From an optimization exercise on the open Yosys and OpenROAD flow, aimed at small area, a short achievable clock period and few clock cycles; shortcuts taken in it are not production practice. In this exercise RTL edits were held to simulation tests only and were not proved equivalent to the original.

==> v22: inputs <==
Design lpt, start of the top module:
module lpt #(
    parameter integer CPU_CLOCK_HZ = 16000000
) (
    input  wire        clk,
    input  wire        rst,        
    input  wire        req,
    input  wire        we,
    input  wire [7:0]  addr,
    input  wire [1:0]  size,       
    input  wire [31:0] wdata,
    output wire        ready,
    output reg  [31:0] rdata,
    output wire [19:0] line
);
    localparam integer NLINES = 20;
    localparam [3:0] F_ILLEGAL = 4'h1, F_ACCESS = 4'h2, F_COUNT  = 4'h5,
                     F_PIN     = 4'h6, F_NOTCFG = 4'h7, F_NOCH   = 4'h8;
    localparam integer CMP2_Q  = CPU_CLOCK_HZ / (57600 * 2);
    localparam integer CMP1_Q  = CPU_CLOCK_HZ / (1800 * 2);
    localparam integer CMP2_C  = CMP2_Q - 1;
    localparam integer CMP1_C  = CMP1_Q - 1;
    localparam [7:0]   CMP2_V  = CMP2_C[7:0];
    localparam [15:0]  CMP1_V  = CMP1_C[15:0];
    localparam [12:0]  TCOUNT_V   = 13'd5760;    
    localparam [5:0]   GATE_CYCLE = 6'd32;
    localparam [31:0]  PLAYS_MAX  = 32'd596523236;
    reg [31:0] arg0, arg1;
    reg [30:0] res0;            
    reg [2:0]  rsel;            
    reg        rwide;           
    reg [3:0]  fault;
  ...
Settings: LEC_CHECK=0, CAP_MARGIN=20, CORE_MARGIN=2, CORE_UTILIZATION=50, PLACE_DENSITY=0.65, SETUP_SLACK_MARGIN=3.5, SLEW_MARGIN=20; clock period 10.0 ns.
run.sh (not shown) runs the stock make flow with config.mk's settings and CLKGATE_MAP_FILE= SYNTH_SCRIPT=/design/flow/synth_recipe.tcl, a recipe that flattens the netlist after the stock synthesis.
==> v37 (differences from v22) <==
--- a/flow/design.v
+++ b/flow/design.v
@@ -6,30 +6,25 @@
     input  wire [1:0]  op,         
     input  wire        w16,        
     input  wire        wr0,        
     input  wire        wr1,        
     input  wire [31:0] wdata,
     input  wire [31:0] arg1,
     output wire        done,       
-    output wire        commit,     
-    output wire        wide,       
     output wire        pl_rdy,     
     output wire [30:0] pl_val,
     output reg  [7:0]  fault,      
     output reg  [30:0] res0,       
     output reg  [2:0]  res_sel     
 );
     localparam [1:0] S_IDLE = 2'd0, S_RUN = 2'd1, S_DONE = 2'd2;
     localparam [7:0] F_DIV0 = 8'h03, F_CMP = 8'h04, F_COUNT = 8'h05;
     reg  [1:0]  state;
     reg  [1:0]  opr;         
-    reg         wide_r;
-    reg         early;       
-    reg         didgo;       
-    reg         stale;       
+    reg         wide;
     reg  [33:0] acc;         
     reg  [31:0] dv;          
     reg  [5:0]  lz0, lz1;    
     reg  [31:0] m;           
     reg  [8:0]  z;           
     reg  [2:0]  cp;          
     reg         ovf;         
@@ -39,17 +34,15 @@
     reg  [1:0]  fcode;       
     reg  [31:0] fqr;         
     reg  [8:0]  r5;          
     reg  [2:0]  bgc;         
     reg         bgf;         
     wire idle   = (state == S_IDLE);
     wire fin    = (state == S_DONE);
-    assign done   = (state == S_RUN && cnt == 5'd1) || (fin && !early);
-    assign commit = fin && didgo;
-    assign wide   = wide_r;
+    assign done = fin;
     wire fq_rdy = (bgc == 3'd0);
     reg  pg, pv;
     wire pre1  = idle && fq_rdy && !pg;
     wire pre2  = idle && fq_rdy && pg && !pv;
     assign pl_rdy = pv;
     assign pl_val = m[30:0];
     wire [31:0] sh_in = (wr0 || wr1) ? wdata : arg1;
@@ -85,15 +78,15 @@
         else if (nz0) lz = {3'd3, lzb0[2:0]};
         else          lz = 6'd32;
     end
     wire [31:0] sh16 = lz[4] ? {sh_in[15:0], 16'd0} : sh_in;
     wire [31:0] sh8  = lz[3] ? {sh16[23:0], 8'd0}   : sh16;
     wire [31:0] sh4  = lz[2] ? {sh8[27:0], 4'd0}    : sh8;
     wire [31:0] sh2  = lz[1] ? {sh4[29:0], 2'd0}    : sh4;
-    wire [31:0] sh_out = lz[0] ? {sh2[30:0], 1'b0} : sh2;
+    wire [31:0] sh_out = (lz[0] && wr0) ? {sh2[30:0], 1'b0} : sh2;
     wire        bg_small = (lz[5:2] >= 4'd6);
     wire [2:0]  bg_cyc   = 3'd6 - lz[4:2];
     function [9:0] d500;    
         input [8:0] r;
         input       b;
         reg   [9:0] v, t;
         reg         ge;
@@ -110,17 +103,16 @@
     wire [9:0]  bs1 = d500(bs0[8:0],  bb[2]);
     wire [9:0]  bs2 = d500(bs1[8:0],  bb[1]);
     wire [9:0]  bs3 = d500(bs2[8:0],  bb[0]);
     wire [3:0]  bq  = {bs0[9], bs1[9], bs2[9], bs3[9]};
     wire [31:0] fqr_nx = bgf ? {fqr[19:0], 8'd0, bq} : {fqr[27:0], bq};
     wire [23:0] fq = fqr[23:0];
     wire [8:0]  fr = r5;
-    wire podd = idle && lz1[0];
-    wire b1 = podd ? 1'b0 : acc[31];
-    wire b2 = podd ? acc[31] : acc[30];
+    wire b1 = acc[31];
+    wire b2 = acc[30];
     wire [11:0] fr5  = {3'd0, fr} - 12'd500;
     wire [11:0] fr10 = {3'd0, fr} - 12'd1000;
     function [10:0] zstep;    
         input [8:0]  zi;
         input        b;
         input [8:0]  r;
         input [11:0] r5m, r10m;
@@ -142,16 +134,17 @@
     wire [33:0] o2 = pre2 ? ~{2'd0, fq, 8'd0} : idle ? 34'd0 : {29'd0, cp, 2'b00};
     wire [33:0] o3 = pre2 ? {7'd0, fq, 3'd0} : b1 ? {9'd0, fq, 1'b0} : 34'd0;
     wire [33:0] o4 = pre2 ? {22'd0, z, cp} : b2 ? {10'd0, fq} : 34'd0;
     wire [33:0] s1  = o1 ^ o2 ^ o3;
     wire [33:0] c1  = {((o1 & o2) | (o1 & o3) | (o2 & o3)), pre2};
     wire [33:0] ys  = s1 ^ c1 ^ o4;
     wire [33:0] yc  = {((s1 & c1) | (s1 & o4) | (c1 & o4)), 1'b0};
-    wire [33:0] ysum = ys + yc;
-    wire [31:0] yfin = {1'b0, m[30:0]} + {29'd0, cp};
+    wire [33:0] ya  = fin ? {3'd0, m[30:0]} : ys;
+    wire [33:0] yb  = fin ? {31'd0, cp} : yc;
+    wire [33:0] ysum = ya + yb;
     function [8:0] gtab;      
         input [6:0] x;
         begin
             case (x)
             7'd0: gtab = 9'd0;
             7'd1: gtab = 9'd3;
             7'd2: gtab = 9'd7;
@@ -290,15 +283,15 @@
     wire [33:0] dvx = {2'b00, dv};
     wire [33:0] p1  = acc + (sgn ? dvx : ~dvx) + {33'd0, !sgn};
     wire        q1  = !p1[33];
     wire [33:0] pp1 = {p1[32:0], 1'b0};
     wire [33:0] p2  = pp1 + (q1 ? ~dvx : dvx) + {33'd0, q1};
     wire        q2  = !p2[33];
     wire [6:0]  t0     = {1'b0, lz0} - {1'b0, lz1};
-    wire [6:0]  t0e    = {1'b0, lz0} - {1'b0, lz1};
+    wire [6:0]  t0e    = {1'b0, lz0} - {1'b0, lz1[5:1], 1'b0};
     wire        a0z    = lz0[5];
     wire        cmp_bad = lz1[5] || t0[6] || (t0 == 7'd0) ||
                           (w16 ? (t0 >= 7'd29) : (t0 >= 7'd21));
     function [7:0] ktab;      
         input [6:0] x;        
         input       w;
         begin
@@ -339,27 +332,26 @@
     wire [6:0]  xb  = t0 - (w16 ? 7'd18 : 7'd10);     
     wire [7:0]  kta = ktab(xa, w16);
     wire [7:0]  ktb = ktab(xb, w16);
     wire [5:0]  nsa = t0e[5:0] - {2'd0, kval(kta[3:1], w16)};    
     wire [5:0]  nsb = t0e[5:0] - {2'd0, kval(ktb[3:1], w16)};
     wire [4:0]  pra = nsa[5:1] - {4'd0, !nsa[0]};              
     wire [4:0]  prb = nsb[5:1] - {4'd0, !nsb[0]};
-    wire        qt0 = q1;                                      
+    wire        qt0 = lz1[0] ? q2 : q1;                        
     wire [7:0]  ktc = qt0 ? kta : ktb;
     wire [5:0]  nsc = qt0 ? nsa : nsb;
     wire [4:0]  p_rest = qt0 ? pra : prb;
     wire        p_end  = qt0 ? (pra == 5'd0 || !kta[7]) : (prb == 5'd0 || !ktb[7]);
     reg         klast;
     reg  [1:0]  kdelta;
     reg  [2:0]  kidx;
-    wire [5:0]  t_h    = 6'd33 - {1'b0, lz1[4:0]};
-    wire [4:0]  t_rest = lz1[5] ? 5'd0 : (t_h[5:1] - 5'd1);
+    wire [4:0]  t_rest = lz1[5] ? 5'd0 : (5'd15 - {1'b0, lz1[4:1]});
     wire [17:0] q0  = ex ? m[18:1] : m[17:0];
     wire        fit0 = (q0 != 18'd0) &&
-                       (wide_r ? (q0[17] == 1'b0 && (!q0[16] || q0[15:0] == 16'd0))
+                       (wide ? (q0[17] == 1'b0 && (!q0[16] || q0[15:0] == 16'd0))
                              : (q0[17:9] == 9'd0 && (!q0[8] || q0[7:0] == 8'd0)));
     reg  [16:0] q1s;
     always @* begin
         case (kdelta)
             2'd1: q1s = q0[17:1];
             2'd2: q1s = {1'b0, q0[17:2]};
             default: q1s = {2'b0, q0[17:3]};
@@ -380,28 +372,25 @@
                 if (opr == 2'd0) begin
                     if (!pfound) fault = F_CMP;
                     else begin
                         res0    = {14'd0, cval};
                         res_sel = psel;
                     end
                 end else begin
-                    if (ovf || yfin[31]) fault = F_COUNT;
-                    else res0 = yfin[30:0];
+                    if (ovf || (ysum[33:31] != 3'd0)) fault = F_COUNT;
+                    else res0 = ysum[30:0];
                 end
             end
         endcase
     end
     always @(posedge clk) begin
         if (rst) begin
             state <= S_IDLE;
             opr   <= 2'd0;
-            wide_r <= 1'b0;
-            early <= 1'b0;
-            didgo <= 1'b0;
-            stale <= 1'b0;
+            wide  <= 1'b0;
             acc   <= 34'd0;
             dv    <= 32'd0;
             lz0   <= 6'd32;
             lz1   <= 6'd32;
             m     <= 32'd0;
             z     <= 9'd0;
             cp    <= 3'd0;
@@ -438,91 +427,83 @@
                 bgc <= bgc - 3'd1;
                 bgf <= 1'b0;
             end
             if (wr1) begin
                 acc <= {2'b00, sh_out};
                 lz1 <= lz;
             end
-            if (wr1 || ((fin || idle) && !wr0))
-                stale <= 1'b0;
-            if ((fin || idle) && stale && !wr0 && !wr1)
-                acc <= {2'b00, sh_out};
             if (wr0 || !idle) begin
                 pg <= 1'b0;
                 pv <= 1'b0;
             end else if (pre1) begin
                 {z, cp} <= gval;
                 pg <= 1'b1;
             end else if (pre2) begin
                 m  <= {1'b0, ysum[30:0]};
                 pv <= 1'b1;
             end
             case (state)
                 S_IDLE: begin
-                    if (start && !stale) begin
+                    if (start) begin
                         opr   <= op;
-                        wide_r <= w16;
+                        wide  <= w16;
                         fcode <= 2'd0;
-                        early <= 1'b0;
-                        didgo <= go;
                         if (!go) begin
                             state <= S_DONE;
                         end else if (op == 2'd0) begin
                             if (a0z) begin
                                 fcode <= 2'd1;
                                 state <= S_DONE;
                             end else if (cmp_bad) begin
                                 fcode <= 2'd2;
                                 state <= S_DONE;
                             end else begin
                                 acc <= {p2[32:0], 1'b0};
-                                stale <= 1'b1;
                                 sgn <= !q2;
                                 m   <= {30'd0, q1, q2};
                                 cnt <= p_rest;
                                 ex  <= nsc[0];
                                 klast  <= ktc[6];
                                 kdelta <= ktc[5:4];
                                 kidx   <= ktc[3:1];
                                 if (!ktc[7])
                                     fcode <= 2'd2;
                                 state <= p_end ? S_DONE : S_RUN;
                             end
                         end else if (fq_rdy && !pre2) begin
-                            acc <= lz1[0] ? {acc[32:0], 1'b0} : {acc[31:0], 2'b00};
-                            stale <= 1'b1;
+                            acc <= {acc[31:0], 2'b00};
                             z   <= zs2[8:0];
                             cp  <= cnew;
                             m   <= {1'b0, ysum[30:0]};
                             ovf <= (ysum[33:31] != 3'd0);
                             cnt <= t_rest;
                             state <= (t_rest == 5'd0) ? S_DONE : S_RUN;
                         end
                     end
                 end
                 S_RUN: begin
                     cnt <= cnt - 5'd1;
-                    if (cnt == 5'd1) begin
+                    if (cnt == 5'd1)
                         state <= S_DONE;
-                        early <= 1'b1;
-                    end
                     if (opr == 2'd0) begin
                         acc <= {p2[32:0], 1'b0};
                         sgn <= !q2;
                         m   <= {m[29:0], q1, q2};
                     end else begin
                         acc <= {acc[31:0], 2'b00};
                         z   <= zs2[8:0];
                         cp  <= cnew;
                         m   <= {1'b0, ysum[30:0]};
                         ovf <= ovf || (ysum[33:31] != 3'd0);
                     end
                 end
                 S_DONE: begin
                     state <= S_IDLE;
+                    if (!wr1)
+                        acc <= {2'b00, sh_out};     
                     m     <= 32'd0;
                     z     <= 9'd0;
                     cp    <= 3'd0;
                     ovf   <= 1'b0;
                     sgn   <= 1'b0;
                 end
                 default: state <= S_IDLE;
@@ -572,14 +553,27 @@
     reg [12:0] budget2;
     reg [5:0]  gate;
     reg        sig_on;
     reg [NLINES-1:0] level;    
     assign line = level;
     wire [15:0] ocr1 = ocr1_on ? CMP1_V : 16'd0;
     wire [7:0]  ocr2 = ocr2_on ? CMP2_V : 8'd0;
+    reg [15:0] rp;
+    always @* begin
+        case (rsel)
+            3'd1: rp = 16'd1;
+            3'd2: rp = 16'd8;
+            3'd3: rp = rwide ? 16'd64   : 16'd32;
+            3'd4: rp = rwide ? 16'd256  : 16'd64;
+            3'd5: rp = rwide ? 16'd1024 : 16'd128;
+            3'd6: rp = 16'd256;
+            3'd7: rp = 16'd1024;
+            default: rp = 16'd0;
+        endcase
+    end
     wire bad_shape = (size != 2'b10) || (addr[1:0] != 2'b00) || (addr >= 8'h3C);
     wire wr_ok_reg = (addr == 8'h00) || (addr == 8'h04) || (addr == 8'h08);
     wire bad_acc   = bad_shape || (we && !wr_ok_reg);
     wire [31:0] cmd = wdata;
     wire is_calcp  = ((cmd & 32'hFFFFFFEF) == 32'h1);
     wire is_calct  = (cmd == 32'h2);
     wire is_cfgc   = ((cmd & 32'hFFFF00FF) == 32'h3);
@@ -593,16 +587,14 @@
     wire plays_big  = (arg0 >= PLAYS_MAX);
     wire plays_calc = cfg1 && !plays_big && (arg0 != 32'd0);
     wire long_cmd  = (fault == 4'd0) && (is_calcp || is_calct);
     wire cmd_bus   = we && (addr == 8'h00) && (size == 2'b10);
     wire may_long  = cmd_bus && ((wdata[3:0] == 4'h1) || (wdata[3:0] == 4'h2));
     wire may_pl    = cmd_bus && (wdata[3:0] == 4'h6);
     wire        calc_done;
-    wire        calc_commit;
-    wire        calc_wide;
     wire [7:0]  calc_fault;
     wire [30:0] calc_res0;
     wire [2:0]  calc_sel;
     wire        calc_pl_rdy;
     wire [30:0] calc_pl_val;
     assign ready = (!may_long || calc_done) && (!may_pl || calc_pl_rdy);
     wire   fire  = req && ready;
@@ -616,52 +608,31 @@
         .op       (is_calcp ? 2'd0 : 2'd1),
         .w16      (cmd[4]),
         .wr0      (wr_arg0),
         .wr1      (wr_arg1),
         .wdata    (wdata),
         .arg1     (arg1),
         .done     (calc_done),
-        .commit   (calc_commit),
-        .wide     (calc_wide),
         .pl_rdy   (calc_pl_rdy),
         .pl_val   (calc_pl_val),
         .fault    (calc_fault),
         .res0     (calc_res0),
         .res_sel  (calc_sel)
     );
-    wire        c_flt   = calc_commit && (calc_fault != 8'd0);
-    wire        c_res   = calc_commit && (calc_fault == 8'd0);
-    wire [3:0]  fault_c = (c_flt && fault == 4'd0) ? calc_fault[3:0] : fault;
-    wire [30:0] res0_c  = c_res ? calc_res0 : res0;
-    wire [2:0]  rsel_c  = c_res ? calc_sel  : rsel;
-    wire        rwide_c = c_res ? calc_wide : rwide;
-    reg [15:0] rp;
-    always @* begin
-        case (rsel_c)
-            3'd1: rp = 16'd1;
-            3'd2: rp = 16'd8;
-            3'd3: rp = rwide_c ? 16'd64   : 16'd32;
-            3'd4: rp = rwide_c ? 16'd256  : 16'd64;
-            3'd5: rp = rwide_c ? 16'd1024 : 16'd128;
-            3'd6: rp = 16'd256;
-            3'd7: rp = 16'd1024;
-            default: rp = 16'd0;
-        endcase
-    end
     always @* begin
         rdata = 32'd0;
         if (!bad_acc && !we) begin
             case (addr[5:2])
                 4'h1: rdata = arg0;
                 4'h2: rdata = arg1;
-                4'h3: rdata = {1'b0, res0_c};
-                4'h4: rdata = {rp, 8'd0, 5'd0, rsel_c};
-                4'h5: rdata = {22'd0, cfg2, cfg1, (fault_c != 4'd0), sig_on,
+                4'h3: rdata = {1'b0, res0};
+                4'h4: rdata = {rp, 8'd0, 5'd0, rsel};
+                4'h5: rdata = {22'd0, cfg2, cfg1, (fault != 4'd0), sig_on,
                                active_ch, cfg2, cfg1, ie2, ie1};
-                4'h6: rdata = {28'd0, fault_c};
+                4'h6: rdata = {28'd0, fault};
                 4'h7: rdata = {3'd0, pin1, 7'd0, cfg1, ocr1};
                 4'h8: rdata = {3'd0, pin2, 7'd0, cfg2, 8'd0, ocr2};
                 4'h9: rdata = {16'd0, cfg1 ? CMP1_V : 16'd0};
                 4'hA: rdata = {24'd0, cfg2 ? CMP2_V : 8'd0};
                 4'hB: rdata = {19'd0, cfg2 ? TCOUNT_V : 13'd0};
                 4'hC: rdata = budget1;
                 4'hD: rdata = {19'd0, budget2};
@@ -687,17 +658,17 @@
     reg [5:0]  n_gate;
     reg        n_sig;
     reg [NLINES-1:0] n_level;
     reg        a1_tog, a1_clr, a2_tog, a2_clr, s1_clr, s2_clr;
     reg        ev1, ev2;
     reg [3:0]  hfault;
     always @* begin
-        n_arg0 = arg0;   n_arg1 = arg1;   n_res0 = res0_c;
-        n_rsel = rsel_c; n_rwide = rwide_c;
-        n_fault = fault_c; n_active = active_ch;
+        n_arg0 = arg0;   n_arg1 = arg1;   n_res0 = res0;
+        n_rsel = rsel;   n_rwide = rwide;
+        n_fault = fault; n_active = active_ch;
         n_cfg1 = cfg1; n_ie1 = ie1; n_ocr1_on = ocr1_on; n_pin1 = pin1;
         n_budget1 = budget1;
         n_cfg2 = cfg2; n_ie2 = ie2; n_ocr2_on = ocr2_on; n_pin2 = pin2;
         n_budget2 = budget2;
         n_gate = gate; n_sig = sig_on;
         a1_tog = 1'b0; a1_clr = 1'b0; a2_tog = 1'b0; a2_clr = 1'b0;
         s1_clr = 1'b0; s2_clr = 1'b0;
@@ -756,16 +727,23 @@
             if (bad_acc) begin
                 hfault = F_ACCESS;
             end else if (we) begin
                 case (addr[3:2])
                     2'd1: n_arg0 = wdata;
                     2'd2: n_arg1 = wdata;
                     2'd0: begin
-                        if (fault_c == 4'd0) begin
+                        if (fault == 4'd0) begin
                             if (is_calcp || is_calct) begin
+                                if (calc_fault != 8'd0) begin
+                                    hfault = calc_fault[3:0];
+                                end else begin
+                                    n_res0  = calc_res0;
+                                    n_rsel  = calc_sel;
+                                    n_rwide = cmd[4];
+                                end
                             end else if (is_cfgc) begin
                                 if (cmd_pin >= 8'd20) begin
                                     hfault = F_PIN;
                                 end else begin
                                     n_pin2    = cmd_pin[4:0];
                                     n_cfg2    = 1'b1;
                                     n_active  = 2'd2;
@@ -825,15 +803,15 @@
                                 hfault = F_ILLEGAL;
                             end
                         end
                     end
                     default: ;
                 endcase
             end
-            if (fault_c == 4'd0)
+            if (fault == 4'd0)
                 n_fault = hfault;
         end
     end
     integer ln;
     reg     lx;
     always @* begin
         for (ln = 0; ln < NLINES; ln = ln + 1) begin
==> v4 (differences from v22) <==
--- a/flow/design.v
+++ b/flow/design.v
@@ -85,15 +85,15 @@
         else if (nz0) lz = {3'd3, lzb0[2:0]};
         else          lz = 6'd32;
     end
     wire [31:0] sh16 = lz[4] ? {sh_in[15:0], 16'd0} : sh_in;
     wire [31:0] sh8  = lz[3] ? {sh16[23:0], 8'd0}   : sh16;
     wire [31:0] sh4  = lz[2] ? {sh8[27:0], 4'd0}    : sh8;
     wire [31:0] sh2  = lz[1] ? {sh4[29:0], 2'd0}    : sh4;
-    wire [31:0] sh_out = lz[0] ? {sh2[30:0], 1'b0} : sh2;
+    wire [31:0] sh_out = (lz[0] && wr0) ? {sh2[30:0], 1'b0} : sh2;
     wire        bg_small = (lz[5:2] >= 4'd6);
     wire [2:0]  bg_cyc   = 3'd6 - lz[4:2];
     function [9:0] d500;    
         input [8:0] r;
         input       b;
         reg   [9:0] v, t;
         reg         ge;
@@ -110,17 +110,16 @@
     wire [9:0]  bs1 = d500(bs0[8:0],  bb[2]);
     wire [9:0]  bs2 = d500(bs1[8:0],  bb[1]);
     wire [9:0]  bs3 = d500(bs2[8:0],  bb[0]);
     wire [3:0]  bq  = {bs0[9], bs1[9], bs2[9], bs3[9]};
     wire [31:0] fqr_nx = bgf ? {fqr[19:0], 8'd0, bq} : {fqr[27:0], bq};
     wire [23:0] fq = fqr[23:0];
     wire [8:0]  fr = r5;
-    wire podd = idle && lz1[0];
-    wire b1 = podd ? 1'b0 : acc[31];
-    wire b2 = podd ? acc[31] : acc[30];
+    wire b1 = acc[31];
+    wire b2 = acc[30];
     wire [11:0] fr5  = {3'd0, fr} - 12'd500;
     wire [11:0] fr10 = {3'd0, fr} - 12'd1000;
     function [10:0] zstep;    
         input [8:0]  zi;
         input        b;
         input [8:0]  r;
         input [11:0] r5m, r10m;
@@ -290,15 +289,15 @@
     wire [33:0] dvx = {2'b00, dv};
     wire [33:0] p1  = acc + (sgn ? dvx : ~dvx) + {33'd0, !sgn};
     wire        q1  = !p1[33];
     wire [33:0] pp1 = {p1[32:0], 1'b0};
     wire [33:0] p2  = pp1 + (q1 ? ~dvx : dvx) + {33'd0, q1};
     wire        q2  = !p2[33];
     wire [6:0]  t0     = {1'b0, lz0} - {1'b0, lz1};
-    wire [6:0]  t0e    = {1'b0, lz0} - {1'b0, lz1};
+    wire [6:0]  t0e    = {1'b0, lz0} - {1'b0, lz1[5:1], 1'b0};
     wire        a0z    = lz0[5];
     wire        cmp_bad = lz1[5] || t0[6] || (t0 == 7'd0) ||
                           (w16 ? (t0 >= 7'd29) : (t0 >= 7'd21));
     function [7:0] ktab;      
         input [6:0] x;        
         input       w;
         begin
@@ -339,24 +338,23 @@
     wire [6:0]  xb  = t0 - (w16 ? 7'd18 : 7'd10);     
     wire [7:0]  kta = ktab(xa, w16);
     wire [7:0]  ktb = ktab(xb, w16);
     wire [5:0]  nsa = t0e[5:0] - {2'd0, kval(kta[3:1], w16)};    
     wire [5:0]  nsb = t0e[5:0] - {2'd0, kval(ktb[3:1], w16)};
     wire [4:0]  pra = nsa[5:1] - {4'd0, !nsa[0]};              
     wire [4:0]  prb = nsb[5:1] - {4'd0, !nsb[0]};
-    wire        qt0 = q1;                                      
+    wire        qt0 = lz1[0] ? q2 : q1;                        
     wire [7:0]  ktc = qt0 ? kta : ktb;
     wire [5:0]  nsc = qt0 ? nsa : nsb;
     wire [4:0]  p_rest = qt0 ? pra : prb;
     wire        p_end  = qt0 ? (pra == 5'd0 || !kta[7]) : (prb == 5'd0 || !ktb[7]);
     reg         klast;
     reg  [1:0]  kdelta;
     reg  [2:0]  kidx;
-    wire [5:0]  t_h    = 6'd33 - {1'b0, lz1[4:0]};
-    wire [4:0]  t_rest = lz1[5] ? 5'd0 : (t_h[5:1] - 5'd1);
+    wire [4:0]  t_rest = lz1[5] ? 5'd0 : (5'd15 - {1'b0, lz1[4:1]});
     wire [17:0] q0  = ex ? m[18:1] : m[17:0];
     wire        fit0 = (q0 != 18'd0) &&
                        (wide_r ? (q0[17] == 1'b0 && (!q0[16] || q0[15:0] == 16'd0))
                              : (q0[17:9] == 9'd0 && (!q0[8] || q0[7:0] == 8'd0)));
     reg  [16:0] q1s;
     always @* begin
         case (kdelta)
@@ -484,15 +482,15 @@
                                 kdelta <= ktc[5:4];
                                 kidx   <= ktc[3:1];
                                 if (!ktc[7])
                                     fcode <= 2'd2;
                                 state <= p_end ? S_DONE : S_RUN;
                             end
                         end else if (fq_rdy && !pre2) begin
-                            acc <= lz1[0] ? {acc[32:0], 1'b0} : {acc[31:0], 2'b00};
+                            acc <= {acc[31:0], 2'b00};
                             stale <= 1'b1;
                             z   <= zs2[8:0];
                             cp  <= cnew;
                             m   <= {1'b0, ysum[30:0]};
                             ovf <= (ysum[33:31] != 3'd0);
                             cnt <= t_rest;
                             state <= (t_rest == 5'd0) ? S_DONE : S_RUN;
==> comparison <==
In final cell count, v22 and v4 do not differ. Critical path depth: v22 < v4 < v37. Clock-buffer cell count: v22 > v4 > v37. Die area, highest first: v22, v4, v37. Global-route usage: v22 > v4 > v37. Utilization, highest first: v4, v22, v37.
Testbench counts of v22, summed over its fixed seeds: cycles 3,568.
Testbench counts of v37, summed over its fixed seeds: cycles 3,892.
Testbench counts of v4, summed over its fixed seeds: cycles 3,613.

separate check: timing with driven ports:
In the flow no input, the clock included, has a driving cell. The finished layouts below were timed again as built, in two steps.
Step 1: set_driving_cell puts a clkbuf_16 on clk and a buf_2 on each other input, an assumption about the parent block.
Step 2 adds t to the input delays and takes it off the output delays; t is the mean of the earliest and latest rising clock arrival at the registers after step 1. Input paths then give back, and output paths get back, about the clock's delay inside the block.
Slacks: ideal / step 1 / step 2; pairs: ideal / step 1.
| run | t (ns) | setup slack, ns | worst setup path after step 2 |
|---|---|---|---|
| v22 | 0.706 | 3.323 / 3.176 / 2.861 | input to register |
| v37 | 0.689 | 3.485 / 3.485 / 2.966 | input to register |
| v4 | 0.698 | 3.404 / 3.337 / 2.878 | input to register |
After both steps every run listed still meets setup and hold. The setup slack of v4, which loses most, moves by -0.067 ns with the drivers and by -0.526 ns with both steps.
